Source: an optimization exercise on an open RTL-to-GDS flow (aim: small area, a short achievable clock period and few clock cycles). Production flows keep margins and buffers that such runs may drop.
Function was checked by simulation only, so behaviour that the tests miss may differ from the original.
No activity file was given, so power comes from the tool's default toggle rates.

## lz77_compressor
module lz77_compressor (
    input  wire        clk,
    input  wire        rst,        
    input  wire        wr_en,
    input  wire [6:0]  wr_addr,
    input  wire [7:0]  wr_data,
    input  wire [7:0]  in_len,     
    input  wire [15:0] lz_w,       
    input  wire [7:0]  lz_min,     
    input  wire [7:0]  lz_max,     
    input  wire        start,
    output wire        idle,
    output wire        out_valid,
    input  wire        out_ready,
    output wire [7:0]  out_data,
    output reg         done,
    output reg         err,
    output reg  [2:0]  pad
);
clock: 10.0 ns
lec_check: 0
cap_margin: 30
core_margin: 2
core_utilization: 55
cts_cluster_diameter: 80
cts_cluster_size: 20
slew_margin: 20
standard.sh (not shown) runs the stock make flow with config.mk's settings and CLKGATE_MAP_FILE= SYNTH_SCRIPT=/design/flow/synth_recipe.tcl, a recipe that flattens the netlist after the stock synthesis.
==> flow/flow/run.sh <==
#!/bin/bash
# The standard layout, with timing repair aimed at a 3.5 ns period
# (setup margin 6.5 ns against the 10 ns clock). make's output goes to
# flow_make.log here; each tool's own log is under orfs/logs/.
set -euo pipefail
bash standard.sh SETUP_SLACK_MARGIN=6.5 finish > flow_make.log 2>&1
The starting point finished with timing, DRC and antenna clean.
Testbench counts at the start, summed over its fixed seeds: cycles 22,611.
Then changed:
--- a/flow/design.v
+++ b/flow/design.v
@@ -98,29 +98,27 @@
     wire         fin     = kge ? (r == len_r) : (p + 8'd1 == len_r);
     wire         merge   = kge || k1;
     wire         restart = !merge && !k0;
     wire [7:0]   kp1     = k + 8'd1;
     wire         atl_c   = (r1 == len_r) || (kp1 == max_r);
     wire         atl_m   = (r1 == len_r) || (max_r == 8'd1);
     wire         kge_c   = (kp1 >= min_r);
     wire         kge_m   = (min_r <= 8'd1);
     reg        t1_v;
     reg        t1_m;
-    reg [7:0]  t1_len;
-    reg [7:0]  t1_lit;
+    reg [7:0]  t1_d;       
     reg [6:0]  t1_r;
     reg [6:0]  t1_j;
     reg        tok_v;
     reg        tok_m;
-    reg [7:0]  tok_len;
+    reg [7:0]  tok_d;
     reg [6:0]  tok_off;
-    reg [7:0]  tok_lit;
     reg [C-1:0] acc;       
     reg [5:0]   cnt;
     reg [3:0]   hdr_i;     
     reg         active;    
     reg [7:0]   obuf, sbuf;
     reg         ov, sv;
     assign out_valid = ov;
     assign out_data  = obuf;
     wire        opop = ov && out_ready;
     reg [7:0] hdr_byte;
@@ -135,22 +133,22 @@
         endcase
     end
     wire        hdr_pend = !hdr_i[3];
     wire        src_ok   = active && !bad && (hdr_pend || cnt >= 6'd8 || tok_take);
     wire        feed     = src_ok && !sv;
     wire [7:0]  src_byte = hdr_pend ? hdr_byte : acc_ins[C-1:C-8];
     wire        acc_pop  = feed && !hdr_pend;
     wire [5:0]  tok_n    = tok_m ? 6'd25 : 6'd9;
     wire        tok_full = tok_v && (tok_m ? (cnt > C - 25) : (cnt > C - 9));
     wire        tok_take = tok_v && !tok_full && active;
-    wire [24:0] tok_bits = tok_m ? {1'b1, 9'd0, tok_off, tok_len}
-                                 : {1'b0, tok_lit, 16'd0};
+    wire [24:0] tok_bits = tok_m ? {1'b1, 9'd0, tok_off, tok_d}
+                                 : {1'b0, tok_d, 16'd0};
     wire [C-1:0] tok_al  = {tok_bits, {(C-25){1'b0}}};
     wire [C-1:0] acc_ins = acc | (tok_take ? (tok_al >> cnt) : {C{1'b0}});
     wire [5:0]   cnt_ins = cnt + (tok_take ? tok_n : 6'd0);
     wire [C-1:0] acc_nx  = acc_pop ? {acc_ins[C-9:0], 8'd0} : acc_ins;
     wire [5:0]   cnt_t   = tok_m ? cnt + 6'd25 : cnt + 6'd9;
     wire [5:0]   cnt_tp  = tok_m ? cnt + 6'd17 : cnt + 6'd1;
     wire [5:0]   cnt_p   = cnt - 6'd8;
     wire [5:0]   cnt_nx  = tok_take ? (acc_pop ? cnt_tp : cnt_t)
                                     : (acc_pop ? cnt_p  : cnt);
     wire         t1_mv   = t1_v && (!tok_v || tok_take);    
@@ -248,30 +246,28 @@
             if (feed) obuf <= src_byte;
         end else if (!sv) begin
             if (feed) sbuf <= src_byte;
         end else if (opop) begin
             obuf <= sbuf;
         end
         acc <= acc_nx;
         eq  <= eq_new;
         if (tok_w) begin
             t1_m   <= ismatch;
-            t1_len <= k;
-            t1_lit <= litb;
+            t1_d   <= ismatch ? k : litb;
             t1_r   <= r[6:0];
             t1_j   <= hi_idx;
         end
         if (t1_mv) begin
             tok_m   <= t1_m;
-            tok_len <= t1_len;
+            tok_d   <= t1_d;
             tok_off <= t1_r - t1_j;
-            tok_lit <= t1_lit;
         end
         case (state)
             S_IDLE: begin
                 len_r <= in_len;
                 w_r   <= lz_w;
                 min_r <= lz_min;
                 max_r <= lz_max;
                 bad   <= (lz_min > lz_max);
                 cur   <= mrd1;
                 litb  <= mrd0;
=> Via count came out lower by 1.4%; routed wire length barely changes; critical path depth came out higher by 1; synthesized area goes down by about 0.53%; sequential power rose by 11%.
Testbench counts after the change, summed over its fixed seeds: cycles 22,611.

## what the ideal ports hide
No port has a modelled driver above. Below, the same layouts with a new extraction and two added sets of constraints. Step 1, drivers: a clkbuf_16 drives clk and a buf_2 each remaining input, both assumed. Step 2 also shifts input and output timing later by t, the mid clock arrival at the registers, as if the neighbouring blocks saw the same clock. Slacks: ideal ports / drivers / drivers and shift; pairs: ideal ports / drivers.
run | shift t [ns] | setup WS [ns] | clock arrival spread, ns
the first run | 0.832 | 6.343 / 6.343 / 5.887 | 0.046 / 0.046
the second run | 0.827 | 6.437 / 6.437 / 5.800 | 0.058 / 0.058
After both steps every run listed still meets setup and hold. For the second run, which loses most, drivers alone change the setup slack by 0.000 ns; drivers and shift together by -0.637 ns.
